Background: an optimization exercise with open tools, aiming at small area, a short achievable clock period and few clock cycles per item. Do not read the settings as production practice. No run shown here included a check of the RTL's function; only the layout flow was run.

===== flow/run.sh =====
#!/bin/bash
set -e
export BUFFER_PORTS_ARGS="-buffer_cell sky130_fd_sc_hd__buf_1"
export SETUP_SLACK_MARGIN=20.35
bash standard.sh > standard.log 2>&1

===== standard.sh =====
#!/bin/bash
# synth_recipe.tcl (not shown) runs the flow's synth.tcl, then flattens the netlist and writes it again
# the make line also repeats each setting of config.mk as NAME=value (left out here)
make -C /OpenROAD-flow-scripts/flow DESIGN_CONFIG=/design/flow/config.mk WORK_HOME=/design/flow/orfs CLKGATE_MAP_FILE= SYNTH_SCRIPT=/design/flow/synth_recipe.tcl "${@:-finish}"

===== config.mk =====
export PLATFORM = sky130hd
export DESIGN_NAME = wsc_px3
export DESIGN_NICKNAME = wsc_px3
export VERILOG_FILES = /design/flow/design.v
export SDC_FILE = /design/flow/constraint.sdc
export NUM_CORES = 4
export LEC_CHECK = 0
export CAP_MARGIN = 20
export CORE_MARGIN = 2
export CORE_UTILIZATION = 40
export CTS_BUF_LIST = sky130_fd_sc_hd__clkbuf_4 sky130_fd_sc_hd__clkbuf_8
export CTS_CLUSTER_DIAMETER = 60
export CTS_CLUSTER_SIZE = 20
export SLEW_MARGIN = 20
export SYNTH_HIERARCHICAL = 1

===== constraint.sdc =====
create_clock -name core_clock -period 28.0 [get_ports {clk}]
set_input_delay 5.6000 -clock core_clock [delete_from_list [all_inputs] [get_ports {clk}]]
set_output_delay 5.6000 -clock core_clock [all_outputs]
set_load 0.01 [all_outputs]

===== design.v =====
module wsc_fa (input wire a, input wire b, input wire c, output wire s, output wire co);
    assign s  = a ^ b ^ c;
    assign co = (a & b) | (a & c) | (b & c);
endmodule
module wsc_ha (input wire a, input wire b, output wire s, output wire co);
    assign s  = a ^ b;
    assign co = a & b;
endmodule
module wsc_px3_pre (
    input  wire [71:0] v,
    output wire [10:0] xs_X,
    output wire [10:0] xs_Y
);
    wire [7:0] v0 = v[7:0],   v1 = v[15:8],  v2 = v[23:16];
    wire [7:0] v3 = v[31:24], v4 = v[39:32], v5 = v[47:40];
    wire [7:0] v6 = v[55:48], v7 = v[63:56], v8 = v[71:64];
    wire [7:0] Mn = ~v4;
    wire s1 = ~(v0[2] ^ v2[2]);
    wire c2 = v0[2] | v2[2];
    wire s3, c4;
    wsc_fa us3 (.a(v0[3]), .b(v2[3]), .c(v6[3]), .s(s3), .co(c4));
    wire s5, c6;
    wsc_fa us5 (.a(v0[4]), .b(v2[4]), .c(v6[4]), .s(s5), .co(c6));
    wire s7, c8;
    wsc_fa us7 (.a(v0[5]), .b(v2[5]), .c(v6[5]), .s(s7), .co(c8));
    wire s9, c10;
    wsc_fa us9 (.a(v0[6]), .b(v2[6]), .c(v6[6]), .s(s9), .co(c10));
    wire s11, c12;
    wsc_fa us11 (.a(v0[7]), .b(v2[7]), .c(v6[7]), .s(s11), .co(c12));
    wire s13, c14;
    wsc_ha us13 (.a(v0[0]), .b(v2[0]), .s(s13), .co(c14));
    wire s15, c16;
    wsc_fa us15 (.a(v0[1]), .b(v2[1]), .c(v6[1]), .s(s15), .co(c16));
    wire s17, c18;
    wsc_fa us17 (.a(v6[2]), .b(v8[2]), .c(Mn[0]), .s(s17), .co(c18));
    wire s19, c20;
    wsc_fa us19 (.a(v8[3]), .b(Mn[1]), .c(c2), .s(s19), .co(c20));
    wire s21, c22;
    wsc_fa us21 (.a(v8[4]), .b(Mn[2]), .c(c4), .s(s21), .co(c22));
    wire s23, c24;
    wsc_fa us23 (.a(v8[5]), .b(Mn[3]), .c(c6), .s(s23), .co(c24));
    wire s25, c26;
    wsc_fa us25 (.a(v8[6]), .b(Mn[4]), .c(c8), .s(s25), .co(c26));
    wire s27, c28;
    wsc_fa us27 (.a(v8[7]), .b(Mn[5]), .c(c10), .s(s27), .co(c28));
    wire s29, c30;
    wsc_ha us29 (.a(v6[0]), .b(v8[0]), .s(s29), .co(c30));
    wire s31, c32;
    wsc_fa us31 (.a(v8[1]), .b(c14), .c(c30), .s(s31), .co(c32));
    wire s33, c34;
    wsc_fa us33 (.a(s1), .b(c16), .c(s17), .s(s33), .co(c34));
    wire s35, c36;
    wsc_fa us35 (.a(c18), .b(s3), .c(s19), .s(s35), .co(c36));
    wire s37, c38;
    wsc_fa us37 (.a(s5), .b(c20), .c(s21), .s(s37), .co(c38));
    wire s39, c40;
    wsc_fa us39 (.a(s7), .b(c22), .c(s23), .s(s39), .co(c40));
    wire s41, c42;
    wsc_fa us41 (.a(s9), .b(c24), .c(s25), .s(s41), .co(c42));
    wire s43, c44;
    wsc_fa us43 (.a(s11), .b(c26), .c(s27), .s(s43), .co(c44));
    wire s45, c46;
    wsc_fa us45 (.a(Mn[6]), .b(c12), .c(c28), .s(s45), .co(c46));
    assign xs_X = {1'b0, Mn[7], c44, c42, c40, c38, c36, c34, c32, s15, s13} + {1'b0, c46, s45, s43, s41, s39, s37, s35, s33, s31, s29};
    wire s47 = ~(v1[2] ^ v3[2]);
    wire c48 = v1[2] | v3[2];
    wire s49, c50;
    wsc_fa us49 (.a(v1[3]), .b(v3[3]), .c(v5[3]), .s(s49), .co(c50));
    wire s51, c52;
    wsc_fa us51 (.a(v1[4]), .b(v3[4]), .c(v5[4]), .s(s51), .co(c52));
    wire s53, c54;
    wsc_fa us53 (.a(v1[5]), .b(v3[5]), .c(v5[5]), .s(s53), .co(c54));
    wire s55, c56;
    wsc_fa us55 (.a(v1[6]), .b(v3[6]), .c(v5[6]), .s(s55), .co(c56));
    wire s57, c58;
    wsc_fa us57 (.a(v1[7]), .b(v3[7]), .c(v5[7]), .s(s57), .co(c58));
    wire s59, c60;
    wsc_ha us59 (.a(v1[0]), .b(v3[0]), .s(s59), .co(c60));
    wire s61, c62;
    wsc_fa us61 (.a(v1[1]), .b(v3[1]), .c(v5[1]), .s(s61), .co(c62));
    wire s63, c64;
    wsc_fa us63 (.a(v5[2]), .b(v7[2]), .c(Mn[0]), .s(s63), .co(c64));
    wire s65, c66;
    wsc_fa us65 (.a(v7[3]), .b(Mn[1]), .c(c48), .s(s65), .co(c66));
    wire s67, c68;
    wsc_fa us67 (.a(v7[4]), .b(Mn[2]), .c(c50), .s(s67), .co(c68));
    wire s69, c70;
    wsc_fa us69 (.a(v7[5]), .b(Mn[3]), .c(c52), .s(s69), .co(c70));
    wire s71, c72;
    wsc_fa us71 (.a(v7[6]), .b(Mn[4]), .c(c54), .s(s71), .co(c72));
    wire s73, c74;
    wsc_fa us73 (.a(v7[7]), .b(Mn[5]), .c(c56), .s(s73), .co(c74));
    wire s75, c76;
    wsc_ha us75 (.a(v5[0]), .b(v7[0]), .s(s75), .co(c76));
    wire s77, c78;
    wsc_fa us77 (.a(v7[1]), .b(c60), .c(c76), .s(s77), .co(c78));
    wire s79, c80;
    wsc_fa us79 (.a(s47), .b(c62), .c(s63), .s(s79), .co(c80));
    wire s81, c82;
    wsc_fa us81 (.a(c64), .b(s49), .c(s65), .s(s81), .co(c82));
    wire s83, c84;
    wsc_fa us83 (.a(s51), .b(c66), .c(s67), .s(s83), .co(c84));
    wire s85, c86;
    wsc_fa us85 (.a(s53), .b(c68), .c(s69), .s(s85), .co(c86));
    wire s87, c88;
    wsc_fa us87 (.a(s55), .b(c70), .c(s71), .s(s87), .co(c88));
    wire s89, c90;
    wsc_fa us89 (.a(s57), .b(c72), .c(s73), .s(s89), .co(c90));
    wire s91, c92;
    wsc_fa us91 (.a(Mn[6]), .b(c58), .c(c74), .s(s91), .co(c92));
    assign xs_Y = {1'b0, Mn[7], c90, c88, c86, c84, c82, c80, c78, s61, s59} + {1'b0, c92, s91, s89, s87, s85, s83, s81, s79, s77, s75};
endmodule
module wsc_px3_post (
    input  wire        op,
    input  wire        opn,          
    input  wire [10:0] xs_X,
    input  wire [10:0] xs_Y,
    input  wire [7:0]  M,
    output wire [7:0]  res,
    input  wire [7:0]  k0,
    input  wire [7:0]  k1,
    input  wire        k0_valid,
    input  wire        k0_take_k1,
    output wire [7:0]  o_next,
    output wire [7:0]  k0_next
);
    function lo_ok_f;
        input [7:0] q;
        input [9:0] Al;
        begin
            casez (q)
                8'b1???????: lo_ok_f = 1'b1;
                8'b01??????: lo_ok_f = &Al[9:9];
                8'b001?????: lo_ok_f = &Al[9:8];
                8'b0001????: lo_ok_f = &Al[9:7];
                8'b00001???: lo_ok_f = &Al[9:6];
                8'b000001??: lo_ok_f = &Al[9:5];
                8'b0000001?: lo_ok_f = &Al[9:4];
                8'b00000001: lo_ok_f = &Al[9:3];
                default:     lo_ok_f = &Al[9:3] & (Al[2] | (Al[1] & Al[0]));
            endcase
        end
    endfunction
    wire n93 = xs_X[0];
    wire n94 = xs_X[1];
    wire n95 = xs_X[2];
    wire n96 = xs_X[3];
    wire n97 = xs_X[4];
    wire n98 = xs_X[5];
    wire n99 = xs_X[6];
    wire n100 = xs_X[7];
    wire n101 = xs_X[8];
    wire n102 = xs_X[9];
    wire n103 = xs_X[10];
    wire n104 = ~xs_Y[0];
    wire n105 = ~xs_Y[1];
    wire n106 = ~xs_Y[2];
    wire n107 = ~xs_Y[3];
    wire n108 = ~xs_Y[4];
    wire n109 = ~xs_Y[5];
    wire n110 = ~xs_Y[6];
    wire n111 = ~xs_Y[7];
    wire n112 = ~xs_Y[8];
    wire n113 = ~xs_Y[9];
    wire n114 = ~xs_Y[10];
    wire n115 = xs_Y[0];
    wire n116 = xs_Y[1];
    wire n117 = xs_Y[2];
    wire n118 = xs_Y[3];
    wire n119 = xs_Y[4];
    wire n120 = xs_Y[5];
    wire n121 = xs_Y[6];
    wire n122 = xs_Y[7];
    wire n123 = xs_Y[8];
    wire n124 = xs_Y[9];
    wire n125 = xs_Y[10];
    wire n126 = op & xs_X[0];
    wire n127 = op & xs_X[1];
    wire n128 = op & xs_X[2];
    wire n129 = op & xs_X[3];
    wire n130 = op & xs_X[4];
    wire n131 = op & xs_X[5];
    wire n132 = op ? xs_X[6] : ~xs_X[0];
    wire n133 = opn ? ~xs_X[1] : xs_X[7];
    wire n134 = op ? xs_X[8] : ~xs_X[2];
    wire n135 = opn ? ~xs_X[3] : xs_X[9];
    wire n136 = op ? xs_X[10] : ~xs_X[4];
    wire n137 = opn & ~xs_X[5];
    wire n138 = opn & ~xs_X[6];
    wire n139 = opn & ~xs_X[7];
    wire n140 = opn & ~xs_X[8];
    wire n141 = opn & ~xs_X[9];
    wire n142 = opn & ~xs_X[10];
    wire n143 = op & xs_X[0];
    wire n144 = opn ? xs_X[0] : xs_X[1];
    wire n145 = op ? xs_X[2] : xs_X[1];
    wire n146 = opn ? xs_X[2] : xs_X[3];
    wire n147 = op ? xs_X[4] : xs_X[3];
    wire n148 = opn ? xs_X[4] : xs_X[5];
    wire n149 = op ? xs_X[6] : xs_X[5];
    wire n150 = opn ? xs_X[6] : xs_X[7];
    wire n151 = op ? xs_X[8] : xs_X[7];
    wire n152 = opn ? xs_X[8] : xs_X[9];
    wire n153 = op ? xs_X[10] : xs_X[9];
    wire n154 = opn & xs_X[10];
    wire n155 = op & xs_X[0];
    wire n156 = op & xs_X[1];
    wire n157 = opn ? xs_Y[0] : xs_X[2];
    wire n158 = op ? xs_X[3] : xs_Y[1];
    wire n159 = opn ? xs_Y[2] : xs_X[4];
    wire n160 = op ? xs_X[5] : xs_Y[3];
    wire n161 = opn ? xs_Y[4] : xs_X[6];
    wire n162 = op ? xs_X[7] : xs_Y[5];
    wire n163 = opn ? xs_Y[6] : xs_X[8];
    wire n164 = op ? xs_X[9] : xs_Y[7];
    wire n165 = opn ? xs_Y[8] : xs_X[10];
    wire n166 = opn & xs_Y[9];
    wire n167 = opn & xs_Y[10];
    wire n168 = op & ~xs_X[0];
    wire n169 = op ? ~xs_X[1] : ~xs_Y[0];
    wire n170 = opn ? ~xs_Y[1] : ~xs_X[2];
    wire n171 = op ? ~xs_X[3] : ~xs_Y[2];
    wire n172 = opn ? ~xs_Y[3] : ~xs_X[4];
    wire n173 = op ? ~xs_X[5] : ~xs_Y[4];
    wire n174 = opn ? ~xs_Y[5] : ~xs_X[6];
    wire n175 = op ? ~xs_X[7] : ~xs_Y[6];
    wire n176 = opn ? ~xs_Y[7] : ~xs_X[8];
    wire n177 = op ? ~xs_X[9] : ~xs_Y[8];
    wire n178 = opn ? ~xs_Y[9] : ~xs_X[10];
    wire n179 = opn & ~xs_Y[10];
    wire n180 = op & ~xs_X[0];
    wire n181 = op & ~xs_X[1];
    wire n182 = op & ~xs_X[2];
    wire n183 = op & ~xs_X[3];
    wire n184 = op ? ~xs_X[4] : ~M[0];
    wire n185 = opn ? ~M[1] : ~xs_X[5];
    wire n186 = op ? ~xs_X[6] : ~M[2];
    wire n187 = opn ? ~M[3] : ~xs_X[7];
    wire n188 = op ? ~xs_X[8] : ~M[4];
    wire n189 = opn ? ~M[5] : ~xs_X[9];
    wire n190 = op ? ~xs_X[10] : ~M[6];
    wire n191 = opn & ~M[7];
    wire n192 = op & xs_X[0];
    wire n193 = op & xs_X[1];
    wire n194 = op & xs_X[2];
    wire n195 = op & xs_X[3];
    wire n196 = op & xs_X[4];
    wire n197 = op & xs_X[5];
    wire n198 = op & xs_X[6];
    wire n199 = op & xs_X[7];
    wire n200 = op & xs_X[8];
    wire n201 = op & xs_X[9];
    wire n202 = op & xs_X[10];
    wire n203 = opn & ~xs_X[0];
    wire n204 = opn & ~xs_X[1];
    wire n205 = opn & ~xs_X[2];
    wire n206 = opn & ~xs_X[3];
    wire n207 = opn & ~xs_X[4];
    wire n208 = opn & ~xs_X[5];
    wire n209 = opn & ~xs_X[6];
    wire n210 = opn & ~xs_X[7];
    wire n211 = opn & ~xs_X[8];
    wire n212 = opn & ~xs_X[9];
    wire n213 = opn & ~xs_X[10];
    wire n214 = op & xs_X[0];
    wire n215 = op & xs_X[1];
    wire n216 = op & xs_X[2];
    wire n217 = op & xs_X[3];
    wire n218 = op & xs_X[4];
    wire n219 = op & xs_X[5];
    wire n220 = op & xs_X[6];
    wire n221 = op & xs_X[7];
    wire n222 = op & xs_X[8];
    wire n223 = op & xs_X[9];
    wire n224 = op & xs_X[10];
    wire n225 = op & ~xs_Y[0];
    wire n226 = op & ~xs_Y[1];
    wire n227 = op & ~xs_Y[2];
    wire n228 = op & ~xs_Y[3];
    wire n229 = op & ~xs_Y[4];
    wire n230 = op & ~xs_Y[5];
    wire n231 = op & ~xs_Y[6];
    wire n232 = op & ~xs_Y[7];
    wire n233 = op & ~xs_Y[8];
    wire n234 = op & ~xs_Y[9];
    wire n235 = op & ~xs_Y[10];
    wire n236 = op & xs_Y[0];
    wire n237 = op & xs_Y[1];
    wire n238 = op & xs_Y[2];
    wire n239 = op & xs_Y[3];
    wire n240 = op & xs_Y[4];
    wire n241 = op & xs_Y[5];
    wire n242 = op & xs_Y[6];
    wire n243 = op & xs_Y[7];
    wire n244 = op & xs_Y[8];
    wire n245 = op & xs_Y[9];
    wire n246 = op & xs_Y[10];
    wire n247 = op & xs_Y[0];
    wire n248 = op & xs_Y[1];
    wire n249 = op & xs_Y[2];
    wire n250 = op & xs_Y[3];
    wire n251 = op & xs_Y[4];
    wire n252 = op & xs_Y[5];
    wire n253 = op & xs_Y[6];
    wire n254 = op & xs_Y[7];
    wire n255 = op & xs_Y[8];
    wire n256 = op & xs_Y[9];
    wire n257 = op & xs_Y[10];
    wire s258, c259;
    wsc_ha us258 (.a(op), .b(n127), .s(s258), .co(c259));
    wire s260, c261;
    wsc_ha us260 (.a(n128), .b(n180), .s(s260), .co(c261));
    wire s262, c263;
    wsc_ha us262 (.a(n129), .b(n181), .s(s262), .co(c263));
    wire s264, c265;
    wsc_fa us264 (.a(op), .b(n130), .c(n182), .s(s264), .co(c265));
    wire s266, c267;
    wsc_ha us266 (.a(op), .b(n131), .s(s266), .co(c267));
    wire s268 = ~(n104 ^ n132);
    wire c269 = n104 | n132;
    wire s270, c271;
    wsc_fa us270 (.a(n105), .b(opn), .c(n133), .s(s270), .co(c271));
    wire s272, c273;
    wsc_ha us272 (.a(n106), .b(op), .s(s272), .co(c273));
    wire s274, c275;
    wsc_ha us274 (.a(n93), .b(n107), .s(s274), .co(c275));
    wire s276, c277;
    wsc_fa us276 (.a(n96), .b(n110), .c(op), .s(s276), .co(c277));
    wire s278 = ~(n97 ^ n111);
    wire c279 = n97 | n111;
    wire s280, c281;
    wsc_ha us280 (.a(s278), .b(c277), .s(s280), .co(c281));
    wire s282, c283;
    wsc_fa us282 (.a(n98), .b(n112), .c(c279), .s(s282), .co(c283));
    wire s284, c285;
    wsc_fa us284 (.a(s282), .b(op), .c(n140), .s(s284), .co(c285));
    wire s286, c287;
    wsc_fa us286 (.a(n99), .b(n113), .c(n115), .s(s286), .co(c287));
    wire s288, c289;
    wsc_fa us288 (.a(s286), .b(c283), .c(op), .s(s288), .co(c289));
    wire s290, c291;
    wsc_ha us290 (.a(s288), .b(n141), .s(s290), .co(c291));
    wire s292, c293;
    wsc_fa us292 (.a(n100), .b(n114), .c(n116), .s(s292), .co(c293));
    wire s294, c295;
    wsc_fa us294 (.a(c287), .b(s292), .c(c289), .s(s294), .co(c295));
    wire s296, c297;
    wsc_ha us296 (.a(n142), .b(n145), .s(s296), .co(c297));
    wire s298 = ~(n101 ^ n117);
    wire c299 = n101 | n117;
    wire s300, c301;
    wsc_fa us300 (.a(s298), .b(c293), .c(n146), .s(s300), .co(c301));
    wire s302 = ~(M[0] ^ n102);
    wire c303 = M[0] | n102;
    wire s304, c305;
    wsc_fa us304 (.a(n118), .b(c299), .c(s302), .s(s304), .co(c305));
    wire s306, c307;
    wsc_fa us306 (.a(M[1]), .b(n103), .c(n119), .s(s306), .co(c307));
    wire s308, c309;
    wsc_fa us308 (.a(c303), .b(s306), .c(c305), .s(s308), .co(c309));
    wire s310, c311;
    wsc_fa us310 (.a(M[2]), .b(n120), .c(c307), .s(s310), .co(c311));
    wire s312, c313;
    wsc_ha us312 (.a(M[3]), .b(n121), .s(s312), .co(c313));
    wire n314 = ~M[4];
    wire s315, c316;
    wsc_ha us315 (.a(op), .b(n195), .s(s315), .co(c316));
    wire s317, c318;
    wsc_ha us317 (.a(n196), .b(n215), .s(s317), .co(c318));
    wire s319, c320;
    wsc_fa us319 (.a(n197), .b(n216), .c(n233), .s(s319), .co(c320));
    wire s321, c322;
    wsc_fa us321 (.a(n126), .b(n198), .c(n217), .s(s321), .co(c322));
    wire s323, c324;
    wsc_ha us323 (.a(n234), .b(n240), .s(s323), .co(c324));
    wire s325, c326;
    wsc_fa us325 (.a(n199), .b(n218), .c(n235), .s(s325), .co(c326));
    wire s327, c328;
    wsc_fa us327 (.a(n241), .b(n249), .c(c324), .s(s327), .co(c328));
    wire s329, c330;
    wsc_fa us329 (.a(n200), .b(n219), .c(n242), .s(s329), .co(c330));
    wire s331, c332;
    wsc_fa us331 (.a(n250), .b(c259), .c(s260), .s(s331), .co(c332));
    wire s333, c334;
    wsc_fa us333 (.a(n201), .b(n220), .c(n243), .s(s333), .co(c334));
    wire s335, c336;
    wsc_fa us335 (.a(n251), .b(c261), .c(s262), .s(s335), .co(c336));
    wire s337, c338;
    wsc_fa us337 (.a(n202), .b(n221), .c(n244), .s(s337), .co(c338));
    wire s339, c340;
    wsc_fa us339 (.a(n252), .b(c263), .c(c334), .s(s339), .co(c340));
    wire s341, c342;
    wsc_fa us341 (.a(n183), .b(n222), .c(n245), .s(s341), .co(c342));
    wire s343, c344;
    wsc_fa us343 (.a(n253), .b(s266), .c(c265), .s(s343), .co(c344));
    wire s345, c346;
    wsc_fa us345 (.a(n184), .b(n223), .c(n246), .s(s345), .co(c346));
    wire s347, c348;
    wsc_fa us347 (.a(n254), .b(c267), .c(s268), .s(s347), .co(c348));
    wire s349, c350;
    wsc_fa us349 (.a(n155), .b(n185), .c(n224), .s(s349), .co(c350));
    wire s351, c352;
    wsc_fa us351 (.a(n255), .b(c269), .c(c346), .s(s351), .co(c352));
    wire s353, c354;
    wsc_fa us353 (.a(s272), .b(n134), .c(n156), .s(s353), .co(c354));
    wire s355, c356;
    wsc_fa us355 (.a(n186), .b(n256), .c(c271), .s(s355), .co(c356));
    wire s357, c358;
    wsc_fa us357 (.a(s274), .b(c273), .c(n135), .s(s357), .co(c358));
    wire s359, c360;
    wsc_fa us359 (.a(n157), .b(n187), .c(n257), .s(s359), .co(c360));
    wire s361, c362;
    wsc_fa us361 (.a(n94), .b(n108), .c(c275), .s(s361), .co(c362));
    wire s363, c364;
    wsc_fa us363 (.a(s361), .b(n136), .c(n158), .s(s363), .co(c364));
    wire s365, c366;
    wsc_fa us365 (.a(n95), .b(n109), .c(c362), .s(s365), .co(c366));
    wire s367, c368;
    wsc_fa us367 (.a(s365), .b(n137), .c(n159), .s(s367), .co(c368));
    wire s369, c370;
    wsc_fa us369 (.a(c366), .b(s276), .c(n138), .s(s369), .co(c370));
    wire s371, c372;
    wsc_fa us371 (.a(n160), .b(n169), .c(n190), .s(s371), .co(c372));
    wire s373, c374;
    wsc_fa us373 (.a(n139), .b(n161), .c(n170), .s(s373), .co(c374));
    wire s375, c376;
    wsc_fa us375 (.a(n191), .b(n204), .c(s280), .s(s375), .co(c376));
    wire s377, c378;
    wsc_fa us377 (.a(n143), .b(n162), .c(n171), .s(s377), .co(c378));
    wire s379, c380;
    wsc_fa us379 (.a(n205), .b(c281), .c(c374), .s(s379), .co(c380));
    wire s381, c382;
    wsc_fa us381 (.a(n144), .b(n163), .c(n172), .s(s381), .co(c382));
    wire s383, c384;
    wsc_fa us383 (.a(n206), .b(s290), .c(c285), .s(s383), .co(c384));
    wire s385, c386;
    wsc_fa us385 (.a(n164), .b(n173), .c(n207), .s(s385), .co(c386));
    wire s387, c388;
    wsc_fa us387 (.a(c291), .b(s294), .c(s296), .s(s387), .co(c388));
    wire s389, c390;
    wsc_fa us389 (.a(n165), .b(n174), .c(n208), .s(s389), .co(c390));
    wire s391, c392;
    wsc_fa us391 (.a(c295), .b(c297), .c(c386), .s(s391), .co(c392));
    wire s393, c394;
    wsc_fa us393 (.a(s304), .b(n147), .c(n166), .s(s393), .co(c394));
    wire s395, c396;
    wsc_fa us395 (.a(n175), .b(n209), .c(c301), .s(s395), .co(c396));
    wire s397, c398;
    wsc_fa us397 (.a(opn), .b(s308), .c(n148), .s(s397), .co(c398));
    wire s399, c400;
    wsc_fa us399 (.a(n167), .b(n176), .c(n210), .s(s399), .co(c400));
    wire s401, c402;
    wsc_fa us401 (.a(s310), .b(op), .c(c309), .s(s401), .co(c402));
    wire s403, c404;
    wsc_fa us403 (.a(s401), .b(n149), .c(n177), .s(s403), .co(c404));
    wire s405, c406;
    wsc_fa us405 (.a(s312), .b(c311), .c(opn), .s(s405), .co(c406));
    wire s407, c408;
    wsc_fa us407 (.a(s405), .b(c402), .c(n150), .s(s407), .co(c408));
    wire s409, c410;
    wsc_fa us409 (.a(n122), .b(n314), .c(c313), .s(s409), .co(c410));
    wire s411, c412;
    wsc_fa us411 (.a(s409), .b(c406), .c(n151), .s(s411), .co(c412));
    wire s413, c414;
    wsc_fa us413 (.a(M[5]), .b(M[4]), .c(n123), .s(s413), .co(c414));
    wire s415, c416;
    wsc_ha us415 (.a(s413), .b(c410), .s(s415), .co(c416));
    wire s417, c418;
    wsc_fa us417 (.a(M[6]), .b(n124), .c(c414), .s(s417), .co(c418));
    wire s419, c420;
    wsc_ha us419 (.a(M[7]), .b(n125), .s(s419), .co(c420));
    wire s421, c422;
    wsc_ha us421 (.a(n214), .b(n231), .s(s421), .co(c422));
    wire s423, c424;
    wsc_fa us423 (.a(n232), .b(n238), .c(c316), .s(s423), .co(c424));
    wire s425, c426;
    wsc_fa us425 (.a(n239), .b(n247), .c(c318), .s(s425), .co(c426));
    wire s427, c428;
    wsc_fa us427 (.a(n248), .b(s323), .c(c320), .s(s427), .co(c428));
    wire s429, c430;
    wsc_fa us429 (.a(s258), .b(c322), .c(s325), .s(s429), .co(c430));
    wire s431, c432;
    wsc_fa us431 (.a(c326), .b(s329), .c(c328), .s(s431), .co(c432));
    wire s433, c434;
    wsc_fa us433 (.a(c330), .b(s333), .c(c332), .s(s433), .co(c434));
    wire s435, c436;
    wsc_fa us435 (.a(s264), .b(s337), .c(c336), .s(s435), .co(c436));
    wire s437, c438;
    wsc_fa us437 (.a(c338), .b(s341), .c(c340), .s(s437), .co(c438));
    wire s439, c440;
    wsc_fa us439 (.a(c342), .b(s345), .c(s347), .s(s439), .co(c440));
    wire s441, c442;
    wsc_fa us441 (.a(s270), .b(s349), .c(c348), .s(s441), .co(c442));
    wire s443, c444;
    wsc_fa us443 (.a(c350), .b(s353), .c(c352), .s(s443), .co(c444));
    wire s445, c446;
    wsc_fa us445 (.a(c354), .b(s357), .c(s359), .s(s445), .co(c446));
    wire s447, c448;
    wsc_fa us447 (.a(n188), .b(c358), .c(c360), .s(s447), .co(c448));
    wire s449, c450;
    wsc_fa us449 (.a(n168), .b(n189), .c(c364), .s(s449), .co(c450));
    wire s451, c452;
    wsc_fa us451 (.a(n203), .b(c368), .c(s369), .s(s451), .co(c452));
    wire s453, c454;
    wsc_fa us453 (.a(c370), .b(c372), .c(s373), .s(s453), .co(c454));
    wire s455, c456;
    wsc_fa us455 (.a(s284), .b(s377), .c(c376), .s(s455), .co(c456));
    wire s457, c458;
    wsc_fa us457 (.a(c378), .b(s381), .c(c380), .s(s457), .co(c458));
    wire s459, c460;
    wsc_fa us459 (.a(c382), .b(s385), .c(s387), .s(s459), .co(c460));
    wire s461, c462;
    wsc_fa us461 (.a(s300), .b(s389), .c(c388), .s(s461), .co(c462));
    wire s463, c464;
    wsc_fa us463 (.a(c390), .b(s393), .c(c392), .s(s463), .co(c464));
    wire s465, c466;
    wsc_fa us465 (.a(c394), .b(s397), .c(s399), .s(s465), .co(c466));
    wire s467, c468;
    wsc_fa us467 (.a(n211), .b(c398), .c(c400), .s(s467), .co(c468));
    wire s469, c470;
    wsc_fa us469 (.a(n178), .b(n212), .c(c404), .s(s469), .co(c470));
    wire s471, c472;
    wsc_fa us471 (.a(n179), .b(n213), .c(c408), .s(s471), .co(c472));
    wire s473, c474;
    wsc_fa us473 (.a(s415), .b(op), .c(n152), .s(s473), .co(c474));
    wire s475, c476;
    wsc_fa us475 (.a(s417), .b(c416), .c(opn), .s(s475), .co(c476));
    wire s477, c478;
    wsc_fa us477 (.a(s419), .b(c418), .c(opn), .s(s477), .co(c478));
    wire s479, c480;
    wsc_ha us479 (.a(n194), .b(n230), .s(s479), .co(c480));
    wire s481, c482;
    wsc_fa us481 (.a(n237), .b(c480), .c(s315), .s(s481), .co(c482));
    wire s483, c484;
    wsc_fa us483 (.a(c422), .b(s317), .c(s423), .s(s483), .co(c484));
    wire s485, c486;
    wsc_fa us485 (.a(s319), .b(c424), .c(s425), .s(s485), .co(c486));
    wire s487, c488;
    wsc_fa us487 (.a(s321), .b(c426), .c(s427), .s(s487), .co(c488));
    wire s489, c490;
    wsc_fa us489 (.a(s327), .b(c428), .c(s429), .s(s489), .co(c490));
    wire s491, c492;
    wsc_fa us491 (.a(s331), .b(c430), .c(s431), .s(s491), .co(c492));
    wire s493, c494;
    wsc_fa us493 (.a(s335), .b(c432), .c(s433), .s(s493), .co(c494));
    wire s495, c496;
    wsc_fa us495 (.a(s339), .b(c434), .c(s435), .s(s495), .co(c496));
    wire s497, c498;
    wsc_fa us497 (.a(s343), .b(c436), .c(s437), .s(s497), .co(c498));
    wire s499, c500;
    wsc_fa us499 (.a(c344), .b(s439), .c(c438), .s(s499), .co(c500));
    wire s501, c502;
    wsc_fa us501 (.a(s351), .b(c440), .c(s441), .s(s501), .co(c502));
    wire s503, c504;
    wsc_fa us503 (.a(s355), .b(c442), .c(s443), .s(s503), .co(c504));
    wire s505, c506;
    wsc_fa us505 (.a(c356), .b(s445), .c(c444), .s(s505), .co(c506));
    wire s507, c508;
    wsc_fa us507 (.a(s363), .b(c446), .c(s447), .s(s507), .co(c508));
    wire s509, c510;
    wsc_fa us509 (.a(s367), .b(c448), .c(s449), .s(s509), .co(c510));
    wire s511, c512;
    wsc_fa us511 (.a(s371), .b(c450), .c(s451), .s(s511), .co(c512));
    wire s513, c514;
    wsc_fa us513 (.a(s375), .b(c452), .c(s453), .s(s513), .co(c514));
    wire s515, c516;
    wsc_fa us515 (.a(s379), .b(c454), .c(s455), .s(s515), .co(c516));
    wire s517, c518;
    wsc_fa us517 (.a(s383), .b(c456), .c(s457), .s(s517), .co(c518));
    wire s519, c520;
    wsc_fa us519 (.a(c384), .b(s459), .c(c458), .s(s519), .co(c520));
    wire s521, c522;
    wsc_fa us521 (.a(s391), .b(c460), .c(s461), .s(s521), .co(c522));
    wire s523, c524;
    wsc_fa us523 (.a(s395), .b(c462), .c(s463), .s(s523), .co(c524));
    wire s525, c526;
    wsc_fa us525 (.a(c396), .b(s465), .c(c464), .s(s525), .co(c526));
    wire s527, c528;
    wsc_fa us527 (.a(s403), .b(c466), .c(s467), .s(s527), .co(c528));
    wire s529, c530;
    wsc_fa us529 (.a(s407), .b(c468), .c(s469), .s(s529), .co(c530));
    wire s531, c532;
    wsc_fa us531 (.a(s411), .b(c470), .c(s471), .s(s531), .co(c532));
    wire s533, c534;
    wsc_fa us533 (.a(c412), .b(s473), .c(c472), .s(s533), .co(c534));
    wire s535, c536;
    wsc_fa us535 (.a(s475), .b(n153), .c(c474), .s(s535), .co(c536));
    wire s537, c538;
    wsc_fa us537 (.a(c476), .b(s477), .c(n154), .s(s537), .co(c538));
    wire s539, c540;
    wsc_ha us539 (.a(n236), .b(s479), .s(s539), .co(c540));
    wire s541, c542;
    wsc_ha us541 (.a(s421), .b(s481), .s(s541), .co(c542));
    wire s543, c544;
    wsc_ha us543 (.a(c482), .b(s483), .s(s543), .co(c544));
    wire s545, c546;
    wsc_ha us545 (.a(c484), .b(s485), .s(s545), .co(c546));
    wire s547, c548;
    wsc_ha us547 (.a(c486), .b(s487), .s(s547), .co(c548));
    wire s549, c550;
    wsc_ha us549 (.a(c488), .b(s489), .s(s549), .co(c550));
    wire s551, c552;
    wsc_ha us551 (.a(c490), .b(s491), .s(s551), .co(c552));
    wire s553, c554;
    wsc_ha us553 (.a(c492), .b(s493), .s(s553), .co(c554));
    wire s555, c556;
    wsc_ha us555 (.a(c494), .b(s495), .s(s555), .co(c556));
    wire s557, c558;
    wsc_ha us557 (.a(c496), .b(s497), .s(s557), .co(c558));
    wire s559, c560;
    wsc_ha us559 (.a(c498), .b(s499), .s(s559), .co(c560));
    wire s561, c562;
    wsc_ha us561 (.a(c500), .b(s501), .s(s561), .co(c562));
    wire s563, c564;
    wsc_ha us563 (.a(c502), .b(s503), .s(s563), .co(c564));
    wire s565, c566;
    wsc_ha us565 (.a(c504), .b(s505), .s(s565), .co(c566));
    wire s567, c568;
    wsc_ha us567 (.a(c506), .b(s507), .s(s567), .co(c568));
    wire s569, c570;
    wsc_ha us569 (.a(c508), .b(s509), .s(s569), .co(c570));
    wire s571, c572;
    wsc_ha us571 (.a(c510), .b(s511), .s(s571), .co(c572));
    wire s573, c574;
    wsc_ha us573 (.a(c512), .b(s513), .s(s573), .co(c574));
    wire s575, c576;
    wsc_ha us575 (.a(c514), .b(s515), .s(s575), .co(c576));
    wire s577, c578;
    wsc_ha us577 (.a(c516), .b(s517), .s(s577), .co(c578));
    wire s579, c580;
    wsc_ha us579 (.a(c518), .b(s519), .s(s579), .co(c580));
    wire s581, c582;
    wsc_ha us581 (.a(c520), .b(s521), .s(s581), .co(c582));
    wire s583, c584;
    wsc_ha us583 (.a(c522), .b(s523), .s(s583), .co(c584));
    wire s585, c586;
    wsc_ha us585 (.a(c524), .b(s525), .s(s585), .co(c586));
    wire s587, c588;
    wsc_ha us587 (.a(c526), .b(s527), .s(s587), .co(c588));
    wire s589, c590;
    wsc_ha us589 (.a(c528), .b(s529), .s(s589), .co(c590));
    wire s591, c592;
    wsc_ha us591 (.a(c530), .b(s531), .s(s591), .co(c592));
    wire s593, c594;
    wsc_ha us593 (.a(c532), .b(s533), .s(s593), .co(c594));
    wire s595, c596;
    wsc_ha us595 (.a(c534), .b(s535), .s(s595), .co(c596));
    wire s597, c598;
    wsc_ha us597 (.a(c536), .b(s537), .s(s597), .co(c598));
    wire G599 = c548 | (s547 & c546);
    wire P600 = s547 & s545;
    wire G601 = G599 | (P600 & c544);
    wire P602 = P600 & s543;
    wire G603 = c542 | (s541 & c540);
    wire P604 = s541 & s539;
    wire G605 = G601 | (P602 & G603);
    wire P606 = P602 & P604;
    wire k607 = G605;
    wire a608 = s539 ^ 1'b0;
    wire a609 = s541 ^ c540;
    wire G610 = c542 | (s541 & c540);
    wire P611 = s541 & s539;
    wire a612 = s543 ^ G610;
    wire G613 = c544 | (s543 & c542);
    wire P614 = s543 & s541;
    wire G615 = G613 | (P614 & c540);
    wire P616 = P614 & s539;
    wire a617 = s545 ^ G615;
    wire G618 = c546 | (s545 & c544);
    wire P619 = s545 & s543;
    wire G620 = c542 | (s541 & c540);
    wire P621 = s541 & s539;
    wire G622 = G618 | (P619 & G620);
    wire P623 = P619 & P621;
    wire a624 = s547 ^ G622;
    wire [9:0] Al = {a624, a617, a612, a609, a608, 1'b0, 1'b0, 1'b0, 1'b0, 1'b0};
    wire G625 = c582 | (s581 & c580);
    wire P626 = s581 & s579;
    wire G627 = G625 | (P626 & c578);
    wire P628 = P626 & s577;
    wire G629 = c576 | (s575 & c574);
    wire P630 = s575 & s573;
    wire G631 = G627 | (P628 & G629);
    wire P632 = P628 & P630;
    wire G633 = c572 | (s571 & c570);
    wire P634 = s571 & s569;
    wire G635 = c568 | (s567 & c566);
    wire P636 = s567 & s565;
    wire G637 = G633 | (P634 & G635);
    wire P638 = P634 & P636;
    wire G639 = G631 | (P632 & G637);
    wire P640 = P632 & P638;
    wire G641 = c564 | (s563 & c562);
    wire P642 = s563 & s561;
    wire G643 = c560 | (s559 & c558);
    wire P644 = s559 & s557;
    wire G645 = G641 | (P642 & G643);
    wire P646 = P642 & P644;
    wire G647 = c556 | (s555 & c554);
    wire P648 = s555 & s553;
    wire G649 = c552 | (s551 & c550);
    wire P650 = s551 & s549;
    wire G651 = G647 | (P648 & G649);
    wire P652 = P648 & P650;
    wire G653 = G645 | (P646 & G651);
    wire P654 = P646 & P652;
    wire G655 = G639 | (P640 & G653);
    wire P656 = P640 & P654;
    wire k657 = G655 | (P656 & k607);
    wire h658 = s549 ^ k607;
    wire h659 = s551 ^ c550;
    wire h660 = s553 ^ c552;
    wire h661 = s555 ^ c554;
    wire h662 = s557 ^ c556;
    wire h663 = s559 ^ c558;
    wire h664 = s561 ^ c560;
    wire h665 = s563 ^ c562;
    wire h666 = s565 ^ c564;
    wire h667 = s567 ^ c566;
    wire h668 = s569 ^ c568;
    wire h669 = s571 ^ c570;
    wire h670 = s573 ^ c572;
    wire h671 = s575 ^ c574;
    wire h672 = s577 ^ c576;
    wire h673 = s579 ^ c578;
    wire h674 = s581 ^ c580;
    wire hi_ones = &{h674, h673, h672, h671, h670, h669, h668, h667, h666, h665, h664, h663, h662, h661, h660, h659, h658};
    wire c27 = k657;
    wire [7:0]  q0 = {c536, c534, c532, c530, c528, c526, c524, c522} + {s537, s535, s533, s531, s529, s527, s525, s523};
    wire [7:0]  q1 = q0 + 8'd1;
    wire [7:0]  q2 = q0 + 8'd2;
    wire lo_ok = c27 ? lo_ok_f(q1, Al) : lo_ok_f(q0, Al);
    wire flag = op & hi_ones & lo_ok;
    assign res = c27 ? (flag ? q2 : q1) : (flag ? q1 : q0);
    assign o_next  = k0_valid ? k0 : res;
    assign k0_next = k0_take_k1 ? k1 : res;
endmodule
module wsc_px3 (
    input  wire         clk,
    input  wire         rst,
    input  wire         in_valid,
    output wire         in_ready,
    input  wire         in_op,        
    input  wire [287:0] in_win,
    output reg          out_valid,
    input  wire         out_ready,
    output reg  [31:0]  out_pix
);
    wire [43:0] xsx_w, xsy_w;
    genvar c;
    generate
        for (c = 0; c < 4; c = c + 1) begin : pre
            wsc_px3_pre u (
                .v   ({in_win[256+8*c +: 8], in_win[224+8*c +: 8], in_win[192+8*c +: 8],
                       in_win[160+8*c +: 8], in_win[128+8*c +: 8], in_win[96+8*c +: 8],
                       in_win[64+8*c +: 8],  in_win[32+8*c +: 8],  in_win[8*c +: 8]}),
                .xs_X(xsx_w[11*c +: 11]),
                .xs_Y(xsy_w[11*c +: 11])
            );
        end
    endgenerate
    reg         s1_valid;
    reg         s1_op;
    reg         s1_opn;       
    reg  [43:0] s1_xsx, s1_xsy;
    reg  [31:0] s1_m;
    reg         k0_valid, k1_valid;
    reg  [31:0] k0_pix, k1_pix;
    assign in_ready = !k1_valid && !(k0_valid && s1_valid);
    wire accept = in_valid && in_ready;
    always @(posedge clk) begin
        if (rst)
            s1_valid <= 1'b0;
        else
            s1_valid <= accept;
    end
    always @(posedge clk) begin
        s1_op  <= in_op;
        s1_opn <= ~in_op;
        s1_xsx <= xsx_w;
        s1_xsy <= xsy_w;
        s1_m   <= in_win[159:128];              
    end
    wire        head_free = !out_valid || out_ready;
    wire [31:0] res, o_next, k0_next;
    generate
        for (c = 0; c < 4; c = c + 1) begin : post
            wsc_px3_post u (
                .op  (s1_op),
                .opn (s1_opn),
                .xs_X(s1_xsx[11*c +: 11]),
                .xs_Y(s1_xsy[11*c +: 11]),
                .M   (s1_m[8*c +: 8]),
                .res (res[8*c +: 8]),
                .k0        (k0_pix[8*c +: 8]),
                .k1        (k1_pix[8*c +: 8]),
                .k0_valid  (k0_valid),
                .k0_take_k1(head_free && k1_valid),
                .o_next    (o_next[8*c +: 8]),
                .k0_next   (k0_next[8*c +: 8])
            );
        end
    endgenerate
    always @(posedge clk) begin
        if (rst) begin
            out_valid <= 1'b0;
            k0_valid  <= 1'b0;
            k1_valid  <= 1'b0;
        end else if (head_free) begin
            out_valid <= k0_valid || s1_valid;
            k0_valid  <= k1_valid || (k0_valid && s1_valid);
            k1_valid  <= k1_valid && s1_valid;
        end else begin
            k0_valid  <= k0_valid || s1_valid;
            k1_valid  <= k1_valid || (k0_valid && s1_valid);
        end
    end
    always @(posedge clk) begin
        if (head_free)
            out_pix <= o_next;              
        if (head_free || !k0_valid)
            k0_pix <= k0_next;              
        if (head_free || !k1_valid)
            k1_pix <= res;
    end
endmodule

==> results.txt, run 1 <==
share of cells above drive strength 1=0.0862; crit-path cells=buf_1 -> fa_2 -> fa_1 -> fa_1 -> ha_4 -> and4_1 -> a211o_1 -> a21oi_2 -> xnor2_1; Worst Skew=0.0456 ns; clock-pin slew on the worst setup and hold paths=0.10 ns; Post-Syn Nets=4,397; commonest non-fill, non-tap cell in the layout=fa_1; drc violations=0; XOR/XNOR Fraction of Synth Area=0.0371; WP data required=28.54 ns; Fin Setup TNS=0 ns; CP Max Fanout=4; Hold Path Class=flip-flop to flip-flop; crit path DAT=8.16 ns; DP HPWL=72.8 mm; crit end category=flip-flop; first-pass GRT wire length=141 mm; Detail Route Antenna Nets=0; CTS Root Cell=clkbuf_8; CP peak stage delay=0.56 ns; worst-skew pair later-pin latency=0.64 ns; RSZ-0062 raised after global routing=true; IO Port Bufs=326; CP Class=input port to flip-flop; clk sink count=222; Via-to-Cell Ratio=5.41; Longest Clk Path Bufs=3; Synth Area in Compound Gates=0.119; CTS tree=yes; H-tree levels=1; Die W=296 µm; via count=24,700; final wirelength=87.4 mm; MaxCap Viol Count=0; initial core utilization=0.405; Final Hold Viols=0; Synth-to-Final Area Change=11.9%; register area share after synthesis=0.159; flop2flop setup slack=20.61 ns; hold path cells=2; Synth Area in Adders=0.509; drt wl/cell=19.1 µm; reg2reg start=s1_xsx[15]$_DFF_P_; Slowest-stage cell, CP=fa_1; status=complete, no violations; CP most frequent cell=fa_1; Achievable Freq=131 MHz; Crit. Startpoint=in_win[53]; Layout Nets=4,703; pin count of the biggest net entering global routing=64; Worst Setup Start Kind=input port; Synth Flop Type=dfxtp_1; dominant combinational cell family by area after synthesis=adder cells; Placement Rows=106; post-route cell area=38,100 µm²; vias in the first global route=26,200; count of final max-slew check failures=0; die area=87,400 µm²; Distinct cells, synth=71; Mapped Cells=3,108; Die Span Y=296 µm; most frequent cells in the layout=fa_1, buf_1, ha_1; Seq cells post-synth=222; reg2reg end=out_pix[12]$_DFFE_PP_; I/O pins=327; netlist area before placement=34,000 µm²; Worst Max-Slew Pin Slew=1.02 ns; initial antenna violation count=1; RD Place Congestion=0.950; relative slew slack=0.319; post-synthesis async set-or-reset flop share=0; Iteration-0 DRC Markers=1,392; final setup fails=0; DR pass1 iterations=5; synth warn=8; # hold bufs at CTS=0; Reg2Reg Depth=23; simple-gate portion of the synthesized area=0.113; EDFF count, synth=96; grt total ovfl=0; core box area=84,000 µm²; placed inst area=37,100 µm²; Tcrit/Tclk final=0.272; Worst setup endpoint=s1_xsy[31]$_DFF_P_; Avg Cell Area, Syn=10.9 µm²; mux contribution to synthesized area=0.0260; Total GRT Usage=0.203; Tmin final=7.62 ns; number of CTS-inserted buffers=25
what timing repair did:
item / CTS / global route
resized for setup: 9 / 55
setup endpoints to repair: 59 / 107
hold endpoints to repair: 0 / 0
cloned: 0 / 2
buffers inserted: 1 / 5
pin swaps: 0 / 10
modules after synthesis (local to each module, per instance):
module | copies in the design | area [µm²]
wsc_px3_post | 4 | 2490
wsc_px3_pre | 4 | 921
wsc_ha | 172 | 12.5
wsc_px3 | 1 | 5500
wsc_fa | 636 | 20.0
state kept, by name, indices dropped and copies added (netlist names):
name       flops
s1_valid       1
out_pix       32
out_valid      1
s1_xsx        44
s1_xsy        44
k0_valid       1
s1_m          32
k1_valid       1
k0_pix        32
k1_pix        32
s1_opn         1
s1_op          1
metrics by stage:
step / instances / worst slack [ns] / util / hold slack, ns
after floorplan: 3108 / 19.90 / - / 0.497
after global placement: 4513 / 19.71 / 0.442 / 0.503
after detailed placement: 4513 / 19.68 / 0.442 / 0.514
after CTS: 4560 / 20.36 / 0.450 / 0.517
after global routing: 4568 / 20.33 / 0.453 / 0.541
final: 4568 / 20.38 / 0.453 / 0.509
routing by layer:
metal	routed length [µm]	GRT usage	vias up
met1	39800	0.289	12400
met5	0	0	-
li1	-	-	11500
met2	40500	0.328	677
met3	5130	0.0340	111
met4	2010	0.0438	0
layout make-up:
cell class                      count  area, µm²
Fill cell                        8018      45900
Multi-Input combinational cell   2560      28200
Sequential cell                   222       5430
Timing Repair Buffer              349       1450
Tap cell                         1134       1420
Inverter                          254        972
Clock buffer                       26        352
Clock inverter                     20        256
Timing Repair inverter              2       10.0
Antenna cell                        1       2.50
kinds of logic (layout without fill, tap and decap cells):
family / Yosys count / count (layout)
xor+xnor: 144 / 144
other cells: 0 / 1
simple gates: 784 / 784
compound gates: 552 / 552
flops: 222 / 222
buf+inv: 326 / 651
mux: 84 / 84
fa+ha+maj: 996 / 996
how the worst min path moves through the flow:
stage	start	to	slack, ns
detailed placement	k1_pix[3]$_DFFE_PP_	k0_pix[3]$_DFFE_PP_	0.51
floorplan	k1_pix[14]$_DFFE_PP_	k0_pix[14]$_DFFE_PP_	0.50
finish	k0_pix[19]$_DFFE_PP_	out_pix[19]$_DFFE_PP_	0.51
global route	k1_pix[10]$_DFFE_PP_	k0_pix[10]$_DFFE_PP_	0.54
CTS	k1_pix[10]$_DFFE_PP_	k0_pix[10]$_DFFE_PP_	0.52
global placement	k1_pix[18]$_DFFE_PP_	k0_pix[18]$_DFFE_PP_	0.50
cells in the mapped netlist, types with 32 or more instances:
cell type	n	area, µm²
o211ai_1	40	300
nand2_1	158	593
a21o_1	72	541
nor3_1	40	200
fa_1	648	13000
nand4_1	36	225
ha_1	348	4350
xor2_1	48	420
clkbuf_1	48	180
mux2_2	36	405
nor2b_1	32	200
mux2i_1	48	480
and2_1	44	275
nand3_1	68	340
a21oi_1	117	586
dfxtp_1	126	2520
inv_1	249	935
nor2_1	253	950
o21ai_0	76	380
edfxtp_1	96	2880
xnor2_1	96	841
critical path: cells and delay by family:
family          cells  cell delay (ns)
compound gates      2             0.44
xor+xnor            1             0.12
fa+ha+maj           4             1.70
buf+inv             1             0.09
simple gates        1             0.21
==> inputs of run 2 (changes only) <==
--- a/design.v
+++ b/design.v
@@ -118,9 +118,3 @@
     input  wire [7:0]  M,
-    output wire [7:0]  res,
-    input  wire [7:0]  k0,
-    input  wire [7:0]  k1,
-    input  wire        k0_valid,
-    input  wire        k0_take_k1,
-    output wire [7:0]  o_next,
-    output wire [7:0]  k0_next
+    output wire [7:0]  res
 );
@@ -734,4 +728,2 @@
     assign res = c27 ? (flag ? q2 : q1) : (flag ? q1 : q0);
-    assign o_next  = k0_valid ? k0 : res;
-    assign k0_next = k0_take_k1 ? k1 : res;
 endmodule
@@ -766,5 +758,6 @@
     reg  [31:0] s1_m;
-    reg         k0_valid, k1_valid;
-    reg  [31:0] k0_pix, k1_pix;
-    assign in_ready = !k1_valid && !(k0_valid && s1_valid);
+    reg  [1:0]  count;            
+    reg  [2:0]  wr_sel, rd_sel;
+    reg  [31:0] q0_pix, q1_pix, q2_pix;
+    assign in_ready = (count == 2'd0) || (count == 2'd1) || (count == 2'd2 && !s1_valid);
     wire accept = in_valid && in_ready;
@@ -783,4 +776,3 @@
     end
-    wire        head_free = !out_valid || out_ready;
-    wire [31:0] res, o_next, k0_next;
+    wire [31:0] res;
     generate
@@ -793,9 +785,3 @@
                 .M   (s1_m[8*c +: 8]),
-                .res (res[8*c +: 8]),
-                .k0        (k0_pix[8*c +: 8]),
-                .k1        (k1_pix[8*c +: 8]),
-                .k0_valid  (k0_valid),
-                .k0_take_k1(head_free && k1_valid),
-                .o_next    (o_next[8*c +: 8]),
-                .k0_next   (k0_next[8*c +: 8])
+                .res (res[8*c +: 8])
             );
@@ -803,14 +789,14 @@
     endgenerate
+    wire pop = out_valid && out_ready;
     always @(posedge clk) begin
         if (rst) begin
-            out_valid <= 1'b0;
-            k0_valid  <= 1'b0;
-            k1_valid  <= 1'b0;
-        end else if (head_free) begin
-            out_valid <= k0_valid || s1_valid;
-            k0_valid  <= k1_valid || (k0_valid && s1_valid);
-            k1_valid  <= k1_valid && s1_valid;
+            count  <= 2'd0;
+            wr_sel <= 3'b001;
+            rd_sel <= 3'b001;
         end else begin
-            k0_valid  <= k0_valid || s1_valid;
-            k1_valid  <= k1_valid || (k0_valid && s1_valid);
+            count <= count + {1'b0, s1_valid} - {1'b0, pop};
+            if (s1_valid)
+                wr_sel <= {wr_sel[1:0], wr_sel[2]};
+            if (pop)
+                rd_sel <= {rd_sel[1:0], rd_sel[2]};
         end
@@ -818,8 +804,10 @@
     always @(posedge clk) begin
-        if (head_free)
-            out_pix <= o_next;              
-        if (head_free || !k0_valid)
-            k0_pix <= k0_next;              
-        if (head_free || !k1_valid)
-            k1_pix <= res;
+        if (s1_valid && wr_sel[0]) q0_pix <= res;
+        if (s1_valid && wr_sel[1]) q1_pix <= res;
+        if (s1_valid && wr_sel[2]) q2_pix <= res;
+    end
+    always @* begin
+        out_valid = count != 2'd0;
+        out_pix   = ({32{rd_sel[0]}} & q0_pix) | ({32{rd_sel[1]}} & q1_pix) |
+                    ({32{rd_sel[2]}} & q2_pix);
     end
==> results.txt, run 2 <==
CP most frequent cell=buf_12; crit-path cells=buf_12 -> buf_12 -> a222oi_1 -> inv_1 -> buf_1; first-pass GRT wire length=138 mm (-2.2%); clock-pin slew on the worst setup and hold paths=0.10 ns (about the same); EDFF count, synth=96 (unchanged); crit path DAT=2.23 ns (-5.93 ns); H-tree levels=1 (unchanged); Distinct cells, synth=73 (+2.8%); RD Place Congestion=0.922 (-2.9%); Die Span Y=293 µm (-0.86%); Final Hold Viols=0 (unchanged); RSZ-0062 raised after global routing=true; Iteration-0 DRC Markers=1,445 (+3.8%); I/O pins=327 (unchanged); die area=85,900 µm² (-1.7%); hold path cells=2 (unchanged); Die W=293 µm (-0.86%); CTS tree=yes; initial core utilization=0.402 (-0.00325); relative slew slack=0.385 (+0.0663); count of final max-slew check failures=0 (unchanged); Synth Flop Type=dfxtp_1; Hold Path Class=flip-flop to flip-flop; pin count of the biggest net entering global routing=47 (-27%); biggest regs=s1_xsx (44), s1_xsy (44); commonest non-fill, non-tap cell in the layout=fa_1; drc violations=0 (unchanged); Tcrit/Tclk final=0.280 (+0.00742); Post-Syn Nets=4,253 (-3.3%); Achievable Freq=128 MHz (-2.7%); CTS Root Cell=clkbuf_8; Placement Rows=106 (unchanged); CP Buf/Inv Count=4 (+3); netlist area before placement=33,400 µm² (-1.7%); vias in the first global route=25,300 (-3.4%); DR pass1 iterations=7 (+2); Min-Delay Endpoint=wr_sel[2]$_SDFFE_PP0P_; final wirelength=88.1 mm (+0.77%); Synth-to-Final Area Change=12.2%; flop2flop setup slack=20.69 ns (+0.08 ns); Detail Route Antenna Nets=0 (unchanged); Commonest cells post-synth=fa_1, ha_1, nor2_1, inv_1, dfxtp_1; grt total ovfl=0 (unchanged); Reg2Reg Depth=19 (-17%); Fin Setup TNS=0 ns (unchanged); family with the most delay on the worst path=compound AO/OA/AOI/OAI gates; MaxCap Viol Count=0 (unchanged); final design utilization=0.451 (-0.00246); Total GRT Usage=0.205 (+0.00107); Seq cells post-synth=227 (+2.3%); worst-skew pair later-pin latency=0.68 ns (+0.04 ns); reg2reg start=s1_xsy[42]$_DFF_P_; Synth top area share=0.388 (+0.00676); clk sink count=227 (+2.3%); Via-to-Cell Ratio=5.38 (-0.51%); min-delay src=wr_sel[2]$_SDFFE_PP0P_; dominant cell by count in the synthesized netlist=fa_1; IO Port Bufs=326 (unchanged); Yosys top cell by area=fa_1; Worst Setup Start Kind=flip-flop; status=complete, no violations; post-synthesis async set-or-reset flop share=0 (unchanged); DP HPWL=74.5 mm (+2.3%); drt wl/cell=20.0 µm (+4.8%); synth warn=8 (unchanged); # hold bufs at CTS=0 (unchanged); Tmin final=7.83 ns (+0.208 ns); initial antenna violation count=1 (unchanged); Filler cells=7,790 (-2.8%); CP peak stage delay=0.72 ns (+0.16 ns); number of CTS-inserted buffers=29 (+16%); Worst Skew=0.0742 ns (+0.0287 ns); WP data required=22.40 ns (-6.14 ns); multi-input logic area=27,300 µm² (-3.2%); via count=23,600 (-4.3%); CP Max Fanout=9 (+5); Mapped Cells=2,962 (-4.7%); reg2reg end=q1_pix[27]$_DFFE_PP_; register area share after synthesis=0.165 (+0.00581); most frequent cells in the layout=fa_1, ha_1, buf_1; Area contributors post-synth=fa_1, ha_1, edfxtp_1; core box area=83,200 µm² (-0.95%); Avg Cell Area, Syn=11.3 µm² (+3.1%); share of cells above drive strength 1=0.0930 (+0.00680); CP Class=flip-flop to output pin; crit end category=output pin; flip-flop and latch area=5530 µm² (+1.8%); Slowest-stage cell, CP=a222oi_1; Longest Clk Path Bufs=3 (unchanged); final setup fails=0 (unchanged); Worst Max-Slew Pin Slew=0.908 ns (-0.114 ns); Layout Nets=4,579 (-2.6%)
## run 2: cell families after synthesis
| family | after synthesis | share of synthesized area |
|---|---|---|
| adder cells (fa/ha/maj) | 998 | 0.519 |
| AND/OR/NAND/NOR | 718 | 0.109 |
| AO/OA/AOI/OAI | 503 | 0.110 |
| buffers and inverters | 318 | 0.0395 |
| flip-flops | 227 | 0.165 |
| XOR/XNOR | 137 | 0.0385 |
| multiplexers | 61 | 0.0193 |
## run 2: timing repair
item,CTS,global route
setup endpoints to repair,47,113
gates resized for setup,20,31
buffers inserted,5,9
pin swaps,13,16
gates cloned,3,2
## run 2: layer usage
layer  vias to the layer above  track usage  share of wire  routed length, µm
met5                         -            0              0                  0
met4                         0       0.0482          0.025               2170
met3                       122       0.0262          0.053               4640
met2                       664        0.343           0.48              42400
met1                     11900        0.282           0.44              38900
li1                      11000            -              -                  -
## run 2: worst register-to-register path, cell delays in order (launching register included)
cell,delay [ns]
dfxtp_1,0.52
inv_1,0.19
fa_1,0.52
fa_1,0.44
fa_1,0.40
fa_1,0.44
fa_1,0.51
fa_1,0.41
ha_1,0.23
fa_1,0.49
xor2_2,0.33
ha_1,0.32
nand2_1,0.19
xor3_4,0.37
a2111oi_2,0.38
a211oi_1,0.12
a2111o_1,0.37
o311ai_2,0.31
nor2_1,0.09
xor2_1,0.38
## run 2: metrics by stage
step / setup WS, ns / std cells / instance area (µm²) / hold WS (ns)
after floorplan: 19.90 / 2962 / 34000 / 0.452
after global placement: 19.70 / 4318 / 36400 / 0.468
after detailed placement: 19.67 / 4318 / 36400 / 0.481
after CTS: 20.19 / 4380 / 37300 / 0.506
after global routing: 20.10 / 4393 / 37500 / 0.517
final: 20.17 / 4394 / 37500 / 0.503
## run 2: worst max-delay path by stage
| stage | startpoint | to | slack (ns) | depth (start not counted) |
|---|---|---|---|---|
| detailed placement | in_win[4] | s1_xsx[8]$_DFF_P_ | 19.67 | 10 |
| global placement | in_win[4] | s1_xsx[8]$_DFF_P_ | 19.70 | 10 |
| floorplan | in_win[4] | s1_xsx[8]$_DFF_P_ | 19.90 | 9 |
| global route | rd_sel[0]$_SDFFE_PP1P_ | out_pix[20] | 20.10 | 4 |
| CTS | rd_sel[0]$_SDFFE_PP1P_ | out_pix[20] | 20.19 | 4 |
| finish | rd_sel[0]$_SDFFE_PP1P_ | out_pix[2] | 20.17 | 5 |
## run 2: layout make-up
type / instances / share of cell area
timing repair inverter: 2 / 0.000267
timing repair buffer: 355 / 0.0432
inverter: 256 / 0.0258
clock inverter: 25 / 0.00914
sequential: 227 / 0.147
tap: 1080 / 0.0360
clock buffer: 29 / 0.0106
multi-input combinational: 2417 / 0.727
antenna: 3 / 0.000200
## run 2: modules after synthesis, one instance, submodules excluded
module	flops+latches	copies in the design	cells inside	area (µm²)
wsc_px3_post	0	4	332	2140
wsc_fa	0	636	1	20.0
wsc_px3_pre	0	4	123	926
wsc_ha	0	172	1	12.5
wsc_px3	227	1	334	6280

[port drivers added, routing unchanged]
How much do the figures lean on ideal ports? The routed layouts below were timed once more, with nothing changed but the port constraints.
Step 1 assumes that a clkbuf_16 drives the clock port and a buf_2 every other input.
Step 2 adds t to the input delays and takes it off the output delays; t is the mean of the earliest and latest rising clock arrival at the registers after step 1. Input paths then give back, and output paths get back, about the clock's delay inside the block.
Three values: ideal ports, drivers, drivers and shift; two values: the first two.
run	shift t [ns]	setup WS [ns]	hold WS [ns]	worst slew at a driven data input, ns
run 1	0.685	20.375 / 20.419 / 19.734	0.509 / 0.509 / 0.509	0.06
run 2	0.708	20.167 / 20.100 / 19.703	0.503 / 0.503 / 0.503	0.07
After both steps setup and hold are still met in every run listed. The setup slack of run 1, which loses most, moves by +0.044 ns with the drivers and by -0.641 ns with both steps.
